Background: an optimization exercise with open tools, aiming at small area and few clock cycles per item. Do not read the settings as production practice. The RTL was checked by simulation tests, not by an equivalence proof against the original design. Power and IR drop assume default switching activity.

==> flow/flow/abc_speed.script <==
strash
&get -n
&st
&dch
&nf -R 1000
&st
&syn2
&dch
&nf -R 1000
&put
buffer -c
topo
stime -c
upsize -c
dnsize -c
==> flow/config.mk <==
export PLATFORM = sky130hd
export DESIGN_NAME = lh_sensor_decoder
export DESIGN_NICKNAME = lh_sensor_decoder
export VERILOG_FILES = /design/flow/design.v
export SDC_FILE = /design/flow/constraint.sdc
export NUM_CORES = 4
export LEC_CHECK = 0
export CAP_MARGIN = 20
export CORE_MARGIN = 2
export CORE_UTILIZATION = 60
export CTS_BUF_LIST = sky130_fd_sc_hd__clkbuf_8
export SLEW_MARGIN = 20
==> flow/design.v <==
module lh_sync_match #(
    parameter [31:0] CENTER0 = 32'd3000,
    parameter [31:0] STEP    = 32'd500,
    parameter [31:0] TOL     = 32'd200
) (
    input  wire [31:0] length,
    output reg         match,
    output reg  [2:0]  code
);
    integer k;
    reg [31:0] lo, hi;
    always @* begin
        match = 1'b0;
        code  = 3'd0;
        for (k = 0; k < 8; k = k + 1) begin
            lo = CENTER0 + STEP * k - TOL;
            hi = CENTER0 + STEP * k + TOL;
            if (length >= lo && length <= hi) begin
                match = 1'b1;
                code  = k[2:0];
            end
        end
    end
endmodule
module lh_angle (
    input  wire [18:0]        delta,
    output wire signed [17:0] angle
);
    wire [18:0] d  = delta;
    wire [18:0] nd = ~delta;
    wire w1, w2, w3, w4, w5, w6, w7, w8, w9, w10, w11, w12, w13, w14, w15, w16, w17, w18, w19, w20, w21, w22, w23, w24, w25, w26, w27, w28, w29, w30, w31, w32, w33, w34, w35, w36, w37, w38, w39, w40, w41, w42, w43, w44, w45, w46, w47, w48, w49, w50, w51, w52, w53, w54, w55, w56, w57, w58, w59, w60, w61, w62, w63, w64, w65, w66, w67, w68, w69, w70, w71, w72, w73, w74, w75, w76, w77, w78, w79, w80, w81, w82, w83, w84, w85, w86, w87, w88, w89, w90, w91, w92, w93, w94, w95, w96, w97, w98, w99, w100, w101, w102, w103, w104, w105, w106, w107, w108, w109, w110, w111, w112, w113, w114, w115, w116, w117, w118, w119, w120, w121, w122, w123, w124, w125, w126, w127, w128, w129, w130, w131, w132, w133, w134, w135, w136, w137, w138, w139, w140, w141, w142, w143, w144, w145, w146, w147, w148, w149, w150, w151, w152, w153, w154, w155, w156, w157, w158, w159, w160, w161, w162, w163, w164, w165, w166, w167, w168, w169, w170, w171, w172, w173, w174, w175, w176, w177, w178, w179, w180, w181, w182, w183, w184, w185, w186;
    assign w1 = d[0] ^ nd[4];
    assign w2 = d[0] & nd[4];
    assign w3 = d[1] ^ nd[5];
    assign w4 = d[1] & nd[5];
    assign w5 = d[2] ^ nd[6];
    assign w6 = d[2] & nd[6];
    assign w7 = nd[0] ^ d[3] ^ nd[5];
    assign w8 = (nd[0] & d[3]) | (nd[0] & nd[5]) | (d[3] & nd[5]);
    assign w9 = nd[1] ^ d[4] ^ nd[6];
    assign w10 = (nd[1] & d[4]) | (nd[1] & nd[6]) | (d[4] & nd[6]);
    assign w11 = nd[2] ^ d[5] ^ nd[7];
    assign w12 = (nd[2] & d[5]) | (nd[2] & nd[7]) | (d[5] & nd[7]);
    assign w13 = nd[12] ^ d[15];
    assign w14 = nd[12] & d[15];
    assign w15 = nd[3] ^ d[6] ^ nd[8];
    assign w16 = (nd[3] & d[6]) | (nd[3] & nd[8]) | (d[6] & nd[8]);
    assign w17 = nd[13] ^ d[16];
    assign w18 = nd[13] & d[16];
    assign w19 = w1 ^ d[7] ^ nd[9];
    assign w20 = (w1 & d[7]) | (w1 & nd[9]) | (d[7] & nd[9]);
    assign w21 = nd[14] ^ d[17] ^ 1'b1;
    assign w22 = (nd[14] & d[17]) | (nd[14] & 1'b1) | (d[17] & 1'b1);
    assign w23 = w2 ^ w3 ^ d[8];
    assign w24 = (w2 & w3) | (w2 & d[8]) | (w3 & d[8]);
    assign w25 = nd[10] ^ nd[15] ^ d[18];
    assign w26 = (nd[10] & nd[15]) | (nd[10] & d[18]) | (nd[15] & d[18]);
    assign w27 = w4 ^ w5 ^ d[9];
    assign w28 = (w4 & w5) | (w4 & d[9]) | (w5 & d[9]);
    assign w29 = nd[11] ^ nd[16] ^ 1'b1;
    assign w30 = (nd[11] & nd[16]) | (nd[11] & 1'b1) | (nd[16] & 1'b1);
    assign w31 = w6 ^ d[3] ^ nd[7];
    assign w32 = (w6 & d[3]) | (w6 & nd[7]) | (d[3] & nd[7]);
    assign w33 = d[10] ^ nd[12] ^ nd[17];
    assign w34 = (d[10] & nd[12]) | (d[10] & nd[17]) | (nd[12] & nd[17]);
    assign w35 = d[4] ^ nd[8] ^ d[11];
    assign w36 = (d[4] & nd[8]) | (d[4] & d[11]) | (nd[8] & d[11]);
    assign w37 = nd[13] ^ nd[18];
    assign w38 = nd[13] & nd[18];
    assign w39 = d[0] ^ d[5] ^ nd[9];
    assign w40 = (d[0] & d[5]) | (d[0] & nd[9]) | (d[5] & nd[9]);
    assign w41 = d[12] ^ nd[14] ^ 1'b1;
    assign w42 = (d[12] & nd[14]) | (d[12] & 1'b1) | (nd[14] & 1'b1);
    assign w43 = d[1] ^ d[6] ^ nd[10];
    assign w44 = (d[1] & d[6]) | (d[1] & nd[10]) | (d[6] & nd[10]);
    assign w45 = d[13] ^ nd[15] ^ 1'b1;
    assign w46 = (d[13] & nd[15]) | (d[13] & 1'b1) | (nd[15] & 1'b1);
    assign w47 = d[2] ^ d[7] ^ nd[11];
    assign w48 = (d[2] & d[7]) | (d[2] & nd[11]) | (d[7] & nd[11]);
    assign w49 = d[14] ^ nd[16];
    assign w50 = d[14] & nd[16];
    assign w51 = d[3] ^ d[8] ^ nd[12];
    assign w52 = (d[3] & d[8]) | (d[3] & nd[12]) | (d[8] & nd[12]);
    assign w53 = d[15] ^ nd[17];
    assign w54 = d[15] & nd[17];
    assign w55 = d[4] ^ d[9] ^ nd[13];
    assign w56 = (d[4] & d[9]) | (d[4] & nd[13]) | (d[9] & nd[13]);
    assign w57 = d[16] ^ nd[18];
    assign w58 = d[16] & nd[18];
    assign w59 = d[5] ^ d[10] ^ nd[14];
    assign w60 = (d[5] & d[10]) | (d[5] & nd[14]) | (d[10] & nd[14]);
    assign w61 = d[6] ^ d[11] ^ nd[15];
    assign w62 = (d[6] & d[11]) | (d[6] & nd[15]) | (d[11] & nd[15]);
    assign w63 = d[7] ^ d[12];
    assign w64 = d[7] & d[12];
    assign w65 = d[8] ^ d[13];
    assign w66 = d[8] & d[13];
    assign w67 = d[9] ^ d[14];
    assign w68 = d[9] & d[14];
    assign w69 = nd[0] ^ nd[5];
    assign w70 = nd[0] & nd[5];
    assign w71 = nd[1] ^ nd[6] ^ d[9];
    assign w72 = (nd[1] & nd[6]) | (nd[1] & d[9]) | (nd[6] & d[9]);
    assign w73 = d[0] ^ nd[2] ^ nd[7];
    assign w74 = (d[0] & nd[2]) | (d[0] & nd[7]) | (nd[2] & nd[7]);
    assign w75 = d[1] ^ nd[3] ^ nd[8];
    assign w76 = (d[1] & nd[3]) | (d[1] & nd[8]) | (nd[3] & nd[8]);
    assign w77 = d[2] ^ nd[4] ^ nd[9];
    assign w78 = (d[2] & nd[4]) | (d[2] & nd[9]) | (nd[4] & nd[9]);
    assign w79 = w7 ^ nd[10] ^ d[13];
    assign w80 = (w7 & nd[10]) | (w7 & d[13]) | (nd[10] & d[13]);
    assign w81 = w8 ^ w9 ^ nd[11];
    assign w82 = (w8 & w9) | (w8 & nd[11]) | (w9 & nd[11]);
    assign w83 = w10 ^ w11 ^ w13;
    assign w84 = (w10 & w11) | (w10 & w13) | (w11 & w13);
    assign w85 = w12 ^ w14 ^ w15;
    assign w86 = (w12 & w14) | (w12 & w15) | (w14 & w15);
    assign w87 = w16 ^ w18 ^ w19;
    assign w88 = (w16 & w18) | (w16 & w19) | (w18 & w19);
    assign w89 = w20 ^ w22 ^ w23;
    assign w90 = (w20 & w22) | (w20 & w23) | (w22 & w23);
    assign w91 = w24 ^ w26 ^ w27;
    assign w92 = (w24 & w26) | (w24 & w27) | (w26 & w27);
    assign w93 = w28 ^ w30 ^ w31;
    assign w94 = (w28 & w30) | (w28 & w31) | (w30 & w31);
    assign w95 = w32 ^ w34 ^ w35;
    assign w96 = (w32 & w34) | (w32 & w35) | (w34 & w35);
    assign w97 = w36 ^ w38 ^ w39;
    assign w98 = (w36 & w38) | (w36 & w39) | (w38 & w39);
    assign w99 = w40 ^ w42 ^ w43;
    assign w100 = (w40 & w42) | (w40 & w43) | (w42 & w43);
    assign w101 = w44 ^ w46 ^ w47;
    assign w102 = (w44 & w46) | (w44 & w47) | (w46 & w47);
    assign w103 = w48 ^ w50 ^ w51;
    assign w104 = (w48 & w50) | (w48 & w51) | (w50 & w51);
    assign w105 = w52 ^ w54 ^ w55;
    assign w106 = (w52 & w54) | (w52 & w55) | (w54 & w55);
    assign w107 = w56 ^ w58 ^ w59;
    assign w108 = (w56 & w58) | (w56 & w59) | (w58 & w59);
    assign w109 = w60 ^ w61 ^ d[18];
    assign w110 = (w60 & w61) | (w60 & d[18]) | (w61 & d[18]);
    assign w111 = w62 ^ w63 ^ nd[16];
    assign w112 = (w62 & w63) | (w62 & nd[16]) | (w63 & nd[16]);
    assign w113 = w64 ^ w65 ^ nd[17];
    assign w114 = (w64 & w65) | (w64 & nd[17]) | (w65 & nd[17]);
    assign w115 = w66 ^ w67 ^ nd[18];
    assign w116 = (w66 & w67) | (w66 & nd[18]) | (w67 & nd[18]);
    assign w117 = w68 ^ d[10] ^ d[15];
    assign w118 = (w68 & d[10]) | (w68 & d[15]) | (d[10] & d[15]);
    assign w119 = nd[1] ^ d[4];
    assign w120 = nd[1] & d[4];
    assign w121 = nd[2] ^ d[5];
    assign w122 = nd[2] & d[5];
    assign w123 = nd[3] ^ d[6];
    assign w124 = nd[3] & d[6];
    assign w125 = nd[4] ^ d[7];
    assign w126 = nd[4] & d[7];
    assign w127 = w69 ^ d[8] ^ 1'b1;
    assign w128 = (w69 & d[8]) | (w69 & 1'b1) | (d[8] & 1'b1);
    assign w129 = w70 ^ w71 ^ 1'b1;
    assign w130 = (w70 & w71) | (w70 & 1'b1) | (w71 & 1'b1);
    assign w131 = w72 ^ w73 ^ d[10];
    assign w132 = (w72 & w73) | (w72 & d[10]) | (w73 & d[10]);
    assign w133 = w74 ^ w75 ^ d[11];
    assign w134 = (w74 & w75) | (w74 & d[11]) | (w75 & d[11]);
    assign w135 = w76 ^ w77 ^ d[12];
    assign w136 = (w76 & w77) | (w76 & d[12]) | (w77 & d[12]);
    assign w137 = w78 ^ w79 ^ 1'b1;
    assign w138 = (w78 & w79) | (w78 & 1'b1) | (w79 & 1'b1);
    assign w139 = w80 ^ w81 ^ d[14];
    assign w140 = (w80 & w81) | (w80 & d[14]) | (w81 & d[14]);
    assign w141 = w82 ^ w83 ^ 1'b1;
    assign w142 = (w82 & w83) | (w82 & 1'b1) | (w83 & 1'b1);
    assign w143 = w84 ^ w85 ^ w17;
    assign w144 = (w84 & w85) | (w84 & w17) | (w85 & w17);
    assign w145 = w86 ^ w87 ^ w21;
    assign w146 = (w86 & w87) | (w86 & w21) | (w87 & w21);
    assign w147 = w88 ^ w89 ^ w25;
    assign w148 = (w88 & w89) | (w88 & w25) | (w89 & w25);
    assign w149 = w90 ^ w91 ^ w29;
    assign w150 = (w90 & w91) | (w90 & w29) | (w91 & w29);
    assign w151 = w92 ^ w93 ^ w33;
    assign w152 = (w92 & w93) | (w92 & w33) | (w93 & w33);
    assign w153 = w94 ^ w95 ^ w37;
    assign w154 = (w94 & w95) | (w94 & w37) | (w95 & w37);
    assign w155 = w96 ^ w97 ^ w41;
    assign w156 = (w96 & w97) | (w96 & w41) | (w97 & w41);
    assign w157 = w98 ^ w99 ^ w45;
    assign w158 = (w98 & w99) | (w98 & w45) | (w99 & w45);
    assign w159 = w100 ^ w101 ^ w49;
    assign w160 = (w100 & w101) | (w100 & w49) | (w101 & w49);
    assign w161 = w102 ^ w103 ^ w53;
    assign w162 = (w102 & w103) | (w102 & w53) | (w103 & w53);
    assign w163 = w104 ^ w105 ^ w57;
    assign w164 = (w104 & w105) | (w104 & w57) | (w105 & w57);
    assign w165 = w106 ^ w107 ^ d[17];
    assign w166 = (w106 & w107) | (w106 & d[17]) | (w107 & d[17]);
    assign w167 = w108 ^ w109 ^ 1'b1;
    assign w168 = (w108 & w109) | (w108 & 1'b1) | (w109 & 1'b1);
    assign w169 = w110 ^ w111 ^ 1'b1;
    assign w170 = (w110 & w111) | (w110 & 1'b1) | (w111 & 1'b1);
    assign w171 = w112 ^ w113 ^ 1'b1;
    assign w172 = (w112 & w113) | (w112 & 1'b1) | (w113 & 1'b1);
    assign w173 = w114 ^ w115 ^ 1'b1;
    assign w174 = (w114 & w115) | (w114 & 1'b1) | (w115 & 1'b1);
    assign w175 = w116 ^ w117 ^ 1'b1;
    assign w176 = (w116 & w117) | (w116 & 1'b1) | (w117 & 1'b1);
    assign w177 = w118 ^ d[11] ^ d[16];
    assign w178 = (w118 & d[11]) | (w118 & d[16]) | (d[11] & d[16]);
    assign w179 = d[12] ^ d[17] ^ 1'b1;
    assign w180 = (d[12] & d[17]) | (d[12] & 1'b1) | (d[17] & 1'b1);
    assign w181 = d[13] ^ d[18] ^ 1'b1;
    assign w182 = (d[13] & d[18]) | (d[13] & 1'b1) | (d[18] & 1'b1);
    assign w183 = d[14] ^ 1'b1;
    assign w184 = d[14] & 1'b1;
    assign w185 = d[15] ^ 1'b1;
    assign w186 = d[15] & 1'b1;
    wire [36:0] ra = {d[18], d[17], w186, w184, w182, w180, w178, w176, w174, w172, w170, w168, w166, w164, w162, w160, w158, w156, w154, w152, w150, w148, w146, w144, w142, w140, w138, w136, w134, w132, w130, w128, w126, w124, w122, w120, w119};
    wire [36:0] rb = {1'b1, 1'b0, d[16], w185, w183, w181, w179, w177, w175, w173, w171, w169, w167, w165, w163, w161, w159, w157, w155, w153, w151, w149, w147, w145, w143, w141, w139, w137, w135, w133, w131, w129, w127, w125, w123, w121, 1'b1};
    wire [36:0] sum;
    lh_add #(37) u_add (.a(ra), .b(rb), .cin(1'b0), .s(sum), .cout());
    assign angle = sum[36:19];
endmodule
module lh_csa #(parameter W = 32) (
    input  wire [W-1:0] a,
    input  wire [W-1:0] b,
    input  wire [W-1:0] c,
    output wire [W-1:0] s,
    output wire [W-1:0] co
);
    wire [W-1:0] m = (a & b) | (a & c) | (b & c);
    assign s  = a ^ b ^ c;
    assign co = {m[W-2:0], 1'b0};
endmodule
module lh_add #(parameter W = 32) (
    input  wire [W-1:0] a,
    input  wire [W-1:0] b,
    input  wire         cin,
    output wire [W-1:0] s,
    output wire         cout
);
    reg [W-1:0] g, p, G, P;
    integer l, i, d;
    always @* begin
        p = a ^ b;
        g = a & b;
        g[0] = g[0] | (p[0] & cin);
        G = g;
        P = p;
        for (l = 0; (1 << l) < W; l = l + 1) begin
            d = 1 << l;
            for (i = 0; i < W; i = i + 1)
                if ((i % (2 * d)) == 2 * d - 1) begin
                    G[i] = G[i] | (P[i] & G[i - d]);
                    P[i] = P[i] & P[i - d];
                end
        end
        for (l = 16; l >= 0; l = l - 1) begin
            d = 1 << l;
            if (2 * d < W)
                for (i = 0; i < W; i = i + 1)
                    if (i >= 3 * d - 1 && (i % (2 * d)) == d - 1) begin
                        G[i] = G[i] | (P[i] & G[i - d]);
                        P[i] = P[i] & P[i - d];
                    end
        end
    end
    assign s    = p ^ {G[W-2:0], cin};
    assign cout = G[W-1];
endmodule
module lh_add_cs #(parameter W = 32, parameter LO = 16) (
    input  wire [W-1:0] a,
    input  wire [W-1:0] b,
    input  wire         cin,
    output wire [W-1:0] s,
    output wire         cout
);
    wire [W:0]    c;
    wire [W:LO]   c0, c1;
    wire [W-1:LO] s0, s1;
    assign c[0] = cin;
    genvar i;
    generate
        for (i = 0; i < LO; i = i + 1) begin : g_lo
            assign s[i]   = a[i] ^ b[i] ^ c[i];
            assign c[i+1] = (a[i] & b[i]) | (a[i] & c[i]) | (b[i] & c[i]);
        end
        assign c0[LO] = 1'b0;
        assign c1[LO] = 1'b1;
        for (i = LO; i < W; i = i + 1) begin : g_hi
            assign s0[i]   = a[i] ^ b[i] ^ c0[i];
            assign c0[i+1] = (a[i] & b[i]) | (a[i] & c0[i]) | (b[i] & c0[i]);
            assign s1[i]   = a[i] ^ b[i] ^ c1[i];
            assign c1[i+1] = (a[i] & b[i]) | (a[i] & c1[i]) | (b[i] & c1[i]);
        end
    endgenerate
    assign s[W-1:LO] = c[LO] ? s1 : s0;
    assign cout      = c[LO] ? c1[W] : c0[W];
endmodule
module lh_ootx_decoder (
    input  wire        clk,
    input  wire        rst,
    input  wire        bit_valid,
    input  wire        bit_in,
    input  wire        bit_one,     
    output wire        wr_en,
    output wire [6:0]  wr_addr,
    output wire [15:0] wr_data,
    output wire        done,
    output wire [8:0]  length,
    output wire        padding
);
    reg        in_frame;     
    reg        in_data;      
    reg [16:0] acc;
    reg [6:0]  count;        
    reg [7:0]  half_len;     
    reg        pad;
    wire        word_end = acc[16];
    wire [15:0] word     = acc[15:0];
    wire        too_long = (word[15:8] != 8'd0) || (word[7:2] == 6'h3f && word[1:0] != 2'd0);
    wire [7:0]  half_n   = {1'b0, word[7:1]} + 8'd2 + {7'd0, word[0]};
    wire [7:0]  count_n  = {1'b0, count} + 8'd1;
    assign wr_en   = bit_one && in_frame && in_data && word_end;
    assign wr_addr = count;
    assign wr_data = word;
    assign done    = wr_en && (count_n == half_len);
    assign length  = {half_len, 1'b0};
    assign padding = pad;
    always @(posedge clk) begin
        if (rst) begin
            in_frame <= 1'b0;
            in_data  <= 1'b0;
            acc      <= 17'h1ffff;
        end else if (bit_valid) begin
            if (!in_frame) begin
                if (acc == 17'd0 && bit_in) begin
                    in_frame <= 1'b1;
                    in_data  <= 1'b0;
                    acc      <= 17'd1;
                end else begin
                    acc <= {acc[15:0], bit_in};
                end
            end else if (!word_end) begin
                acc <= {acc[15:0], bit_in};
            end else if (!bit_in || (!in_data && too_long) || done) begin
                in_frame <= 1'b0;
                acc      <= 17'h1ffff;
            end else begin
                in_data <= 1'b1;
                acc     <= 17'd1;
            end
        end
        if (bit_valid && in_frame && word_end && bit_in) begin
            if (!in_data) begin
                half_len <= half_n;
                pad      <= word[0];
                count    <= 7'd0;
            end else begin
                count    <= count_n[6:0];
            end
        end
    end
endmodule
module lh_pulse_classifier #(
    parameter [31:0] T_SHORT  = 32'd720,
    parameter [31:0] T_GAP    = 32'd38400,
    parameter [31:0] T_WINDOW = 32'd384000
) (
    input  wire        clk,
    input  wire        rst,
    input  wire        step,           
    input  wire [31:0] fall_ref,
    input  wire [31:0] rise,
    input  wire [31:0] duty_in,
    output reg  [2:0]  kind,
    output wire [31:0] length,
    output wire [31:0] duty,
    output wire [18:0] delta,
    output wire [1:0]  slot,
    output wire        skip,
    output wire        rotor,
    output wire        data,
    output wire        bit_fwd,
    output wire        bit_one         
);
    localparam [2:0] K_NONE = 3'd0, K_SWEEP_VALID = 3'd1, K_SWEEP_INVALID = 3'd2,
                     K_GUARD = 3'd3, K_SYNC = 3'd4, K_UNMATCHED = 3'd5;
    reg [31:0] zero_time_n;  
    reg        axis;
    reg        lh_bit;
    reg        got_sweep;
    reg        got_skip;
    reg        got_not_skip;
    wire len_co;
    lh_add_cs #(32, 16) u_len (.a(rise), .b(~fall_ref), .cin(1'b1), .s(length), .cout(len_co));
    assign duty = duty_in;
    wire [32:0] ts, tc, t;
    lh_csa #(33) u_tcsa (.a({1'b0, rise}), .b({1'b0, fall_ref}), .c({zero_time_n, 1'b1}),
                         .s(ts), .co(tc));
    lh_add #(33) u_t (.a(ts), .b({tc[32:1], 1'b1}), .cin(1'b1), .s(t), .cout());
    wire [31:0] dfull = {t[32] ^ ~len_co, t[31:1]};
    assign delta = dfull[18:0];
    wire is_sweep = length < T_SHORT;
    wire is_guard = (duty > T_GAP) || got_sweep;
    wire sweep_ok = !got_sweep && got_skip && got_not_skip && (dfull <= T_WINDOW);
    wire       match;
    wire [2:0] code;
    lh_sync_match u_match (
        .length (length),
        .match  (match),
        .code   (code)
    );
    assign skip  = code[2];
    assign rotor = code[0];
    assign data  = code[1];
    assign slot  = {lh_bit, axis};
    wire sweep = step && is_sweep;
    wire guard = step && !is_sweep && is_guard;
    wire sync  = step && !is_sweep && !is_guard && match;
    always @* begin
        if (!step)           kind = K_NONE;
        else if (is_sweep)   kind = sweep_ok ? K_SWEEP_VALID : K_SWEEP_INVALID;
        else if (is_guard)   kind = K_GUARD;
        else if (match)      kind = K_SYNC;
        else                 kind = K_UNMATCHED;
    end
    wire in_k03 = (length >= 32'd2800 && length <= 32'd3200) || (length >= 32'd3300 && length <= 32'd3700) ||
                  (length >= 32'd3800 && length <= 32'd4200) || (length >= 32'd4300 && length <= 32'd4700);
    wire in_k23 = (length >= 32'd3800 && length <= 32'd4200) || (length >= 32'd4300 && length <= 32'd4700);
    wire fwd_ok = step && !is_guard && got_skip;
    assign bit_fwd = fwd_ok && in_k03;
    assign bit_one = fwd_ok && in_k23;
    always @(posedge clk) begin
        if (rst) begin
            got_sweep    <= 1'b0;
            got_skip     <= 1'b0;
            got_not_skip <= 1'b0;
        end else begin
            if (sweep || guard) begin
                got_sweep    <= sweep;
                got_skip     <= 1'b0;
                got_not_skip <= 1'b0;
            end
            if (sync) begin
                if (!skip)
                    got_not_skip <= 1'b1;
                else
                    got_skip     <= 1'b1;
            end
        end
        if (sync) begin
            lh_bit <= skip;
            if (!skip) begin
                zero_time_n <= ~fall_ref;
                axis      <= rotor;
            end
        end
    end
endmodule
module lh_sensor_decoder (
    input  wire               clk,
    input  wire               rst,
    input  wire               in_valid,
    output wire               in_ready,
    input  wire               in_fall_valid,
    input  wire [31:0]        in_fall_ts,
    input  wire               in_rise_valid,
    input  wire [31:0]        in_rise_ts,
    output reg                out_valid,
    output wire [2:0]         out_kind,
    output wire [31:0]        out_length,
    output wire [31:0]        out_duty,
    output wire [1:0]         out_slot,
    output wire signed [17:0] out_angle,
    output wire               out_skip,
    output wire               out_rotor,
    output wire               out_data,
    output wire               out_bit_fwd,
    output wire               ob_we,
    output wire [6:0]         ob_addr,
    output wire [15:0]        ob_wdata,
    output wire               frame_done,
    output wire [8:0]         frame_length,
    output wire               frame_padding
);
    assign in_ready = 1'b1;
    reg [31:0] last_fall;
    reg [31:0] last_rise;
    reg [31:0] duty;         
    reg        rise_v;       
    always @(posedge clk) begin
        if (rst) begin
            out_valid <= 1'b0;
            last_fall <= 32'd0;
            last_rise <= 32'd0;
        end else begin
            out_valid <= in_valid;
            if (in_valid && in_fall_valid)
                last_fall <= in_fall_ts;
            if (in_valid && in_rise_valid)
                last_rise <= in_rise_ts;
        end
        duty      <= duty_n;
        rise_v    <= in_rise_valid;
    end
    wire [31:0] duty_n;
    lh_add_cs #(32, 22) u_duty (.a(in_rise_ts), .b(~last_rise), .cin(1'b1), .s(duty_n), .cout());
    wire bit_one;
    wire step = out_valid && rise_v;      
    wire [2:0]  kind;
    wire        sync_nskip, sync_skip, sweep_or_guard, is_sweep;
    wire [18:0] delta;
    lh_pulse_classifier u_cls (
        .clk            (clk),
        .rst            (rst),
        .step           (step),
        .fall_ref       (last_fall),
        .rise           (last_rise),
        .duty_in        (duty),
        .kind           (kind),
        .length         (out_length),
        .duty           (out_duty),
        .delta          (delta),
        .slot           (out_slot),
        .skip           (out_skip),
        .rotor          (out_rotor),
        .data           (out_data),
        .bit_fwd        (out_bit_fwd),
        .bit_one        (bit_one)
    );
    assign out_kind = kind;
    lh_angle u_angle (
        .delta (delta),
        .angle (out_angle)
    );
    lh_ootx_decoder u_ootx (
        .clk       (clk),
        .rst       (rst),
        .bit_valid (out_bit_fwd),
        .bit_one   (bit_one),
        .bit_in    (out_data),
        .wr_en     (ob_we),
        .wr_addr   (ob_addr),
        .wr_data   (ob_wdata),
        .done      (frame_done),
        .length    (frame_length),
        .padding   (frame_padding)
    );
endmodule
==> flow/flow/fa_polarity.py <==
#!/usr/bin/env python3
"""Re-choose the polarity of full adders in a mapped sky130hd netlist to use
fewer inverters.  A full adder is self-dual: fa(~a, ~b, ~c) = (~sum, ~cout),
so each fa_1 may compute the complement of its outputs from the complement of
its inputs.  The script removes the inverters (inv_N, clkinv_N), chooses per
full adder whether it works on complements (a local search that lowers the
number of nets that need an inverter), then adds back one inverter per net
whose complement some pin needs.  Inverters that drive a port or a net used
in an assign are kept.  The function of the netlist does not change.
usage: fa_polarity.py in.v out.v"""
import re, sys, random

src = open(sys.argv[1]).read()
m = re.search(r'\bmodule\s+(\w+)', src)
body_start = src.index(';', m.end()) + 1
body_end = src.rindex('endmodule')
head, body, tail = src[:body_start], src[body_start:body_end], src[body_end:]

inst_re = re.compile(r'^\s*(sky130_fd_sc_hd__\w+)\s+(\S+)\s*\((.*?)\);\s*$', re.S | re.M)
pin_re = re.compile(r'\.(\w+)\(\s*([^()]*?)\s*\)')

ports = set()
for d in re.finditer(r'^\s*(input|output|inout)\s+(?:wire\s+)?(\[(\d+):(\d+)\]\s*)?([^;]+);', body, re.M):
    for name in d.group(5).split(','):
        name = name.strip()
        if d.group(2):
            hi, lo = int(d.group(3)), int(d.group(4))
            for i in range(min(hi, lo), max(hi, lo) + 1):
                ports.add('%s[%d]' % (name, i))
        ports.add(name)
assigned = set()
for a in re.finditer(r'^\s*assign\s+(.*?)\s*=\s*(.*?);', body, re.M):
    for s in re.split(r'[{},\s]+', a.group(1) + ' ' + a.group(2)):
        if s:
            assigned.add(s)

OUT = {'X', 'Y', 'Q', 'Q_N', 'COUT', 'SUM', 'HI', 'LO'}
cells = []
for mm in inst_re.finditer(body):
    pins = [(p, s) for p, s in pin_re.findall(mm.group(3))]
    cells.append({'type': mm.group(1), 'name': mm.group(2), 'pins': pins, 'span': mm.span()})

def is_inv(t):
    return re.fullmatch(r'sky130_fd_sc_hd__(clk)?inv_\d+', t) is not None
def is_fa(t):
    return re.fullmatch(r'sky130_fd_sc_hd__fa_\d+', t) is not None

inv_of = {}          # output net of a removable inverter -> its input net
kept = []
for c in cells:
    if is_inv(c['type']):
        d = dict(c['pins'])
        y, a = d['Y'], d['A']
        if y in ports or y in assigned or y.startswith("1'"):
            kept.append(c)
        else:
            inv_of[y] = a
            c['removed'] = True

def base(net):
    """(root net, parity) through removable inverters"""
    q = 0
    while net in inv_of:
        net = inv_of[net]
        q ^= 1
    return net, q

driver = {}
for c in cells:
    if c.get('removed'):
        continue
    for p, s in c['pins']:
        if p in OUT:
            driver[s] = c

fas = [c for c in cells if is_fa(c['type']) and not c.get('removed')]
for i, c in enumerate(fas):
    c['idx'] = i
    outs = [s for p, s in c['pins'] if p in OUT]
    c['frozen'] = any(s in ports or s in assigned for s in outs)

# consumers: root net -> list of (cell or None, parity needed)
uses = {}
for c in cells:
    if c.get('removed'):
        continue
    for p, s in c['pins']:
        if p in OUT or s.startswith("1'"):
            continue
        r, q = base(s)
        uses.setdefault(r, []).append((c, q))
for pt in ports | assigned:
    if pt in inv_of:
        r, q = base(pt)
        uses.setdefault(r, []).append((None, q))

flip = [0] * len(fas)
def fl(c):
    return flip[c['idx']] if c is not None and 'idx' in c else 0

def net_cost(r):
    d = driver.get(r)
    have = fl(d) if d is not None else 0
    return 1 if any((q ^ fl(c)) != have for c, q in uses.get(r, [])) else 0

def nets_of(c):
    return set(base(s)[0] for p, s in c['pins'] if not s.startswith("1'"))

total = sum(net_cost(r) for r in uses)
before = total
random.seed(1)
best = (total, flip[:])
for rnd in range(200):
    improved = False
    order = list(range(len(fas)))
    random.shuffle(order)
    for i in order:
        c = fas[i]
        if c['frozen']:
            continue
        ns = nets_of(c)
        old = sum(net_cost(r) for r in ns)
        flip[i] ^= 1
        new = sum(net_cost(r) for r in ns)
        if new < old or (new == old and random.random() < 0.1):
            total += new - old
            improved = improved or new < old
        else:
            flip[i] ^= 1
    if total < best[0]:
        best = (total, flip[:])
flip[:] = best[1]
total = sum(net_cost(r) for r in uses)

# rebuild
need_inv = {}
k = [0]
def inv_net(r):
    if r not in need_inv:
        k[0] += 1
        need_inv[r] = '_fapol%d_' % k[0]
    return need_inv[r]

def phys(net, c_consumer):
    r, q = base(net)
    d = driver.get(r)
    have = fl(d) if d is not None else 0
    want = q ^ fl(c_consumer)
    return r if want == have else inv_net(r)

def esc(s):
    # an escaped identifier ends at white space
    return s + ' ' if s.startswith('\\') else s

out = []
pos = 0
for c in cells:
    a, b = c['span']
    out.append(body[pos:a])
    pos = b
    if c.get('removed'):
        continue
    pins = []
    for p, s in c['pins']:
        if p in OUT or s.startswith("1'"):
            pins.append((p, s))
        else:
            pins.append((p, phys(s, c)))
    out.append('  %s %s (\n%s\n  );' % (c['type'], c['name'],
               ',\n'.join('    .%s(%s)' % (p, esc(s)) for p, s in pins)))
out.append(body[pos:])
newbody = ''.join(out)
decl = ''.join('  wire %s;\n' % w for w in need_inv.values())
invs = ''.join('  sky130_fd_sc_hd__inv_1 _fapolinv%d_ (\n    .A(%s),\n    .Y(%s)\n  );\n' % (i, r, w)
               for i, (r, w) in enumerate((esc(r), w) for r, w in need_inv.items()))
open(sys.argv[2], 'w').write(head + '\n' + decl + newbody + invs + tail)
sys.stderr.write('fa_polarity: %d removable inverters, %d full adders (%d flipped), %d inverters after (cost before %d)\n'
                 % (len(inv_of), len(fas), sum(flip), len(need_inv), before))
==> flow/constraint.sdc <==
create_clock -name core_clock -period 16.0 [get_ports {clk}]
set_input_delay 3.2000 -clock core_clock [delete_from_list [all_inputs] [get_ports {clk}]]
set_output_delay 3.2000 -clock core_clock [all_outputs]
set_load 0.01 [all_outputs]
==> flow/flow/run.sh <==
#!/bin/bash
# The standard layout with four changes:
# - ABC maps with flow/abc_speed.script, which runs two area-recovering &nf
#   passes (-R 1000) instead of the standard script's delay-oriented ones;
#   the rest of synthesis (synth_recipe.tcl and ORFS's synth.tcl) is unchanged.
# - after synthesis, flow/fa_polarity.py re-chooses which full adders work on
#   complemented signals (a full adder is self-dual) so that fewer inverters
#   are needed; registers and everything else are left as synthesis made them.
# - the port buffers inserted before global placement are the smallest
#   buffer, sky130_fd_sc_hd__buf_1; repair_design and repair_timing still
#   resize them where timing or slew needs it.
# - clock tree synthesis runs without dummy loads (-dont_use_dummy_load),
#   with sky130_fd_sc_hd__clkbuf_8 as its buffer.
# Each tool's output goes to a log file here.
set -euo pipefail
rm -rf scripts_abc
cp -r "$FLOW_HOME/scripts" scripts_abc
cp flow/abc_speed.script scripts_abc/abc_speed.script
ARGS=("SCRIPTS_DIR=$PWD/scripts_abc" 'BUFFER_PORTS_ARGS=-buffer_cell sky130_fd_sc_hd__buf_1'
      'CTS_ARGS=-sink_clustering_enable -repair_clock_nets -root_buf sky130_fd_sc_hd__clkbuf_8 -buf_list {sky130_fd_sc_hd__clkbuf_4 sky130_fd_sc_hd__clkbuf_8} -dont_use_dummy_load')
bash standard.sh "${ARGS[@]}" synth > synth.log 2>&1
R=orfs/results/sky130hd/lh_sensor_decoder/base
cp "$R/1_2_yosys.v" "$R/1_2_yosys.before_polarity.v"
python3 flow/fa_polarity.py "$R/1_2_yosys.before_polarity.v" "$R/1_2_yosys.v" > polarity.log 2>&1
rm -f "$R/1_synth.odb" "$R/1_synth.sdc"
bash standard.sh "${ARGS[@]}" finish > standard.log 2>&1
==> flow/standard.sh <==
#!/bin/bash
# synth_recipe.tcl (not shown) runs the flow's synth.tcl, then flattens the netlist and writes it again
# the make line also repeats each setting of config.mk as NAME=value (left out here)
make -C /OpenROAD-flow-scripts/flow DESIGN_CONFIG=/design/flow/config.mk WORK_HOME=/design/flow/orfs CLKGATE_MAP_FILE= SYNTH_SCRIPT=/design/flow/synth_recipe.tcl "${@:-finish}"
==> metrics.md, run 1 <==
| Metric | Value |
|---|---|
| Status | `no timing/DRC/antenna violations` |
| Critical Path End Type | `primary output` |
| Min Hold Slack | `0.494 ns` |
| First-pass detailed-route iteration total | `5` |
| Power Dens Cells | `209 nW/um^2` |
| Reg power frac | `0.163` |
| Remaining DRCs | `0` |
| Worst-Skew Late Latency | `0.46 ns` |
| Core Region | `21700 um^2` |
| NumNets Final | `1855` |
| Die Ht | `152 um` |
| Mapped Cells | `1322` |
| GR Util met2 | `0.476` |
| Pleak | `6.03 nW` |
| Depth of the CTS H-tree | `4` |
| CP Data Arrival Time | `12.02 ns` |
| Met1 GRT Util | `0.383` |
| Antenna Nets Post-Route | `0` |
| Clk slew on worst S/H paths | `0.10 ns` |
| CP max stage cell | `or4_4` |
| Setup violators final | `0` |
| DR WL/cell | `18.0 um` |
| Die X | `152 um` |
| Sum of negative setup slack | `0 ns` |
| Hold buffer count at CTS | `0` |
| Num rows | `54` |
| VDD IR max | `438 uV` |
| Syn. warnings | `6` |
| Combinational power share | `0.760` |
| Final period util | `0.951` |
| Maximum Capacitance Violations | `0` |
| Vias in the first global route | `10335` |
| CTS sink cnt | `170` |
| Switch Pwr | `1.49 mW` |
| Hold Crit Class | `flop to flop` |
| Worst-margin pin slew | `1.02 ns` |
| DR vias | `9922` |
| CP Data Required Time | `12.80 ns` |
| First-pass GRT wire length | `53600 um` |
| Startpoint types | `flop` |
| Max-slew violations | `0` |
| Mapped Avg Cell Area | `9.98 um^2` |
| Via-to-Cell Ratio | `5.55` |
| Skew final | `0.0461 ns` |
| GRT busiest layer | `met2` |
| I/O pins | `197` |
| Final min period | `15.22 ns` |
| Internal Power | `1.53 mW` |
| CTS Buf Count | `17` |
| Unrepaired setup endpoints after global routing | `false` |
| WS Path Type | `flop to primary output` |
| Clock Power Share | `0.076` |
| GRT Util Overall | `0.289` |
| Routability congestion estimate | `0.957` |
| Area Overhead vs Synth | `9.54%` |
| Met3 Usage GRT | `0.0700` |
| Gr ovfl total | `0` |
| Mapped Area | `13200 um^2` |
| Hold Vio Cnt, Final | `0` |
| CP peak stage delay | `0.67 ns` |
| CTS tree | `done` |
| Syn Nets | `1672` |
| Initial antenna violation count | `4` |
| Final WL | `32200 um` |
| Max_slew headroom | `0.312` |
| Initial DRC count | `621` |
| Most common cell on crit path | `fa_1` |
| Fmax | `0.0657 GHz` |
| Switch share | `0.493` |
| Die area | `23200 um^2` |
| # port buffers | `194` |
| Clock root buffer | `clkbuf_8` |
| Share of cells above drive strength 1 | `0.0459` |
| Initial cell density of the core | `0.608` |
| DPL Wire Length | `26200 um` |
| Largest net degree at the start of global routing | `88` |
| Crit Path Max Fanout | `11` |
| FF-to-FF setup slack | `4.03 ns` |
| Post-CTS setup buffers | `0` |
| Max clock buf depth | `2` |
## worst max-delay path: cells and delay by family (launching register included)
kind / cells / cell delay (ns)
AOI/OAI and AO/OA: 19 / 2.86
xor gates and xnor gates: 1 / 0.15
adders and majority gates: 16 / 5.62
buffers and inverters: 6 / 0.51
DFF: 1 / 0.34
and+or+nand+nor: 13 / 2.09
## final cells by class
type                            count  area, um^2
Antenna cell                        4        10.0
Multi-Input combinational cell    898        8330
Tap cell                          280         350
Sequential cell                   170        3900
Timing Repair Buffer              204         825
Clock buffer                       17         234
Inverter                          214         803
Fill cell                        1868        7240
## cells in the final DEF, fill, tap and decap left out, drive strengths merged, types with 2 or more instances in the layout
master and n:
inv 214, buf 204, nor2 152, fa 149, ha 132, dfxtp 120, a21oi 78, a211oi 71
edfxtp 50, xnor2 49, nand2 46, o21ai 41, nor3 19, nand3 18, xor2 17, clkbuf 17
nor4 16, o21bai 14, a21o 12, nand4 9, a31oi 9, nand2b 8, or4 7, nor2b 6
and2 5, diode 4, o22ai 4, or3 4, o2111ai 3, a2111oi 3, nand4b 2, a221oi 2
nor3b 2, conb 2, o31ai 2
## metal layers
metal | wire, um | vias to the layer above | share of wire
met3 | 2180 | 53 | 0.068
li1 | - | 4782 | -
met1 | 13700 | 4771 | 0.43
met4 | 654 | 0 | 0.020
met2 | 15700 | 316 | 0.49
met5 | 0 | - | 0
## through the flow
| step | area, um^2 | util | cells | power [mW] | setup WS [ns] |
|---|---|---|---|---|---|
| after floorplan | 13200 | - | 1322 | 2.19 | 2.05 |
| after global placement | 14200 | 0.653 | 1765 | 2.73 | 1.44 |
| after detailed placement | 14200 | 0.653 | 1765 | 2.82 | 1.16 |
| after CTS | 14400 | 0.664 | 1782 | 3.06 | 0.609 |
| after global routing | 14400 | 0.666 | 1785 | 3.42 | 0.0800 |
| final | 14500 | 0.666 | 1787 | 3.03 | 0.781 |
## flip-flops by register name, indices dropped and copies added (netlist names)
| signal | flops |
|---|---|
| duty | 32 |
| last_fall | 32 |
| last_rise | 32 |
| u_cls.zero_time_n | 32 |
| u_ootx.acc | 17 |
| u_ootx.half_len | 8 |
| u_ootx.count | 7 |
| out_valid | 1 |
| rise_v | 1 |
| u_cls.axis | 1 |
| u_cls.got_not_skip | 1 |
| u_cls.got_skip | 1 |
| u_cls.got_sweep | 1 |
| u_cls.lh_bit | 1 |
| u_ootx.in_data | 1 |
| u_ootx.in_frame | 1 |
| u_ootx.pad | 1 |
## power by group through the flow
stage                     Sequential [mW]  Combinational [mW]  Clock (mW)
final                               0.494                2.30       0.231
after global routing                0.498                2.66       0.254
after CTS                           0.494                2.33       0.236
after detailed placement            0.504                2.31           0
after global placement              0.503                2.22           0
after floorplan                     0.507                1.68           0
## final timing paths
kind                                   start              endpoint  depth (start not counted)
worst max-delay path            last_rise[0]           out_kind[0]                         55
worst min register to register  last_fall[0]  u_cls.zero_time_n[0]                          1
worst min-delay path            last_fall[0]  u_cls.zero_time_n[0]                          1
worst max register to register  last_rise[0]       u_ootx.count[0]                         54
## repair_timing
action | CTS | global route
resized for setup | 0 | 2
hold endpoints to repair | 0 | 0
setup endpoints to repair | 0 | 1
Testbench counts, summed over its fixed seeds: cycles 80,008, polls 80,000.
==> run 2: changes to the inputs <==
--- a/flow/flow/run.sh
+++ b/flow/flow/run.sh
@@ -18,5 +18,5 @@
 cp flow/abc_speed.script scripts_abc/abc_speed.script
 ARGS=("SCRIPTS_DIR=$PWD/scripts_abc" 'BUFFER_PORTS_ARGS=-buffer_cell sky130_fd_sc_hd__buf_1'
-      'CTS_ARGS=-sink_clustering_enable -repair_clock_nets -root_buf sky130_fd_sc_hd__clkbuf_8 -buf_list {sky130_fd_sc_hd__clkbuf_4 sky130_fd_sc_hd__clkbuf_8} -dont_use_dummy_load')
+      'CTS_ARGS=-sink_clustering_enable -repair_clock_nets -buf_list sky130_fd_sc_hd__clkbuf_8 -dont_use_dummy_load')
 bash standard.sh "${ARGS[@]}" synth > synth.log 2>&1
 R=orfs/results/sky130hd/lh_sensor_decoder/base
==> run 2 against run 1 <==
Clock-buffer cell count unchanged. Final cell count unchanged. Register-to-register slack about the same. Critical endpoint unchanged. Largest cell class unchanged. Via count unchanged. Utilization unchanged.
==> metrics.md, run 2 <==
| Metric | Value |
|---|---|
| I/O pins | `197` |
| Num rows | `54` |
| Die area | `23200 um^2` |
| Initial DRC count | `621` |
| Power Dens Cells | `209 nW/um^2` |
| Commonest non-fill, non-tap cells in the layout | `inv_1, buf_1, fa_1` |
| Most common cell after layout, fill and taps aside | `inv_1` |
| Non-Filler Instances | `1787` |
| Routability congestion estimate | `0.957` |
| Final WL | `32200 um` |
| Depth of the CTS H-tree | `4` |
| Total power | `3.03 mW` |
| Remaining DRCs | `0` |
| CTS Buf Count | `17` |
| Min Hold Slack | `0.494 ns` |
| Max-slew violations | `0` |
| Syn Nets | `1672` |
| Initial antenna violation count | `4` |
| CTS resizes | `0` |
| Fillers | `1868` |
| Hold Vio Cnt, Final | `0` |
| Syn. warnings | `6` |
| Worst-margin pin slew | `1.02 ns` |
| CP Data Required Time | `12.80 ns` |
| Internal Power | `1.53 mW` |
| Switch share | `0.493` |
| Worst-Skew Late Latency | `0.46 ns` |
| Switch Pwr | `1.49 mW` |
| DR vias | `9922` |
| Post-CTS setup buffers | `0` |
| CTS sink cnt | `170` |
| Initial cell density of the core | `0.608` |
| Clk slew on worst S/H paths | `0.10 ns` |
| Mapped Area | `13200 um^2` |
| Maximum Capacitance Violations | `0` |
| Combinational power share | `0.760` |
| CP max stage cell | `or4_4` |
| Crit Path Max Fanout | `11` |
| Hold buffer count at CTS | `0` |
| Sum of negative setup slack | `0 ns` |
| CP peak stage delay | `0.67 ns` |
| Critical Path End Type | `primary output` |
| NumNets Final | `1855` |
| Area Overhead vs Synth | `9.54%` |
| Mapped Avg Cell Area | `9.98 um^2` |
| Dpl cells | `1765` |
| Clock root buffer | `clkbuf_8` |
| GRT Util Overall | `0.289` |
| Share of cells above drive strength 1 | `0.0459` |
| Hold Crit Class | `flop to flop` |
| Via-to-Cell Ratio | `5.55` |
| CP Data Arrival Time | `12.02 ns` |
| Largest net degree at the start of global routing | `88` |
| Status | `no timing/DRC/antenna violations` |
| Clock Power Share | `0.076` |
| VDD IR max | `438 uV` |
| Reg power frac | `0.163` |
| Die Ht | `152 um` |
| Core Region | `21700 um^2` |
| FF-to-FF setup slack | `4.03 ns` |
| Final min period | `15.22 ns` |
| Antenna Nets Post-Route | `0` |
| # port buffers | `194` |
| First-pass GRT wire length | `53600 um` |
| Unrepaired setup endpoints after global routing | `false` |
| Die X | `152 um` |
| Placed Area | `14200 um^2` |
| Skew final | `0.0461 ns` |
| Max_slew headroom | `0.312` |
| CTS tree | `done` |
| Final period util | `0.951` |
| WS Path Type | `flop to primary output` |
| Max clock buf depth | `2` |
| Setup violators final | `0` |
| Pleak | `6.03 nW` |
| Mapped Cells | `1322` |
| Startpoint types | `flop` |
| Finished layout cell area | `14500 um^2` |
| DPL Wire Length | `26200 um` |
| Gr ovfl total | `0` |
| DR WL/cell | `18.0 um` |
| Vias in the first global route | `10335` |
| Fmax | `0.0657 GHz` |
| Most common cell on crit path | `fa_1` |
| First-pass detailed-route iteration total | `5` |
[run 2: through the flow]
step,util,setup slack [ns]
after floorplan,-,2.05
after global placement,0.653,1.44
after detailed placement,0.653,1.16
after CTS,0.664,0.609
after global routing,0.666,0.0800
final,0.666,0.781
[run 2: final timing paths]
kind,endpoint,start,cells past startpoint
hold reg to reg,u_cls.zero_time_n[0],last_fall[0],1
hold / removal,u_cls.zero_time_n[0],last_fall[0],1
setup reg to reg,u_ootx.count[0],last_rise[0],54
setup / recovery,out_kind[0],last_rise[0],55
[run 2: worst max-delay path: cells and delay by family (launching register included)]
family / cells / cell delay [ns]
compound gates: 19 / 2.86
xor+xnor: 1 / 0.15
fa+ha+maj: 16 / 5.62
buf+inv: 6 / 0.51
flops: 1 / 0.34
simple gates: 13 / 2.09
[run 2: power groups by stage]
stage	logic [mW]	clock network, mW	registers (mW)
6_report	2.30	0.231	0.494
5_1_grt	2.66	0.254	0.498
4_1_cts	2.33	0.236	0.494
3_5_place_dp	2.31	0	0.504
3_3_place_gp	2.22	0	0.503
2_1_floorplan	1.68	0	0.507
[run 2: cell type report]
type	instances	area, um^2	share of cell area
inverter	214	803	0.0556
tap	280	350	0.0242
multi-input combinational	898	8330	0.576
antenna	4	10.0	0.000693
clock buffer	17	234	0.0162
sequential	170	3900	0.270
timing repair buffer	204	825	0.0571
[run 2: layer usage]
metal | global-route usage | wire (um)
met5 | 0 | 0
met2 | 0.476 | 15700
met3 | 0.0700 | 2180
met4 | 0.0877 | 654
met1 | 0.383 | 13700

static timing again, ports no longer ideal:
How much do the figures lean on ideal ports? The routed layouts below were timed once more, with nothing changed but the port constraints.
Step 1 sets driving cells, clkbuf_16 on the clock port and buf_2 on the other inputs (assumed; they add their load-dependent delay and slew).
Step 2 also shifts input and output timing later by t, the mid clock arrival at the registers, as if the neighbouring blocks saw the same clock.
Slacks: ideal / step 1 / step 2; pairs: ideal / step 1.
run	t (ns)	slack for setup (ns)	worst register clock-pin slew, ns	worst data-port slew with drivers (ns)
run 1	0.483	0.781 / 0.739 / 1.222	0.10 / 0.10	0.07
run 2	0.483	0.781 / 0.739 / 1.222	0.10 / 0.10	0.07
After both steps setup and hold are still met in every run listed.
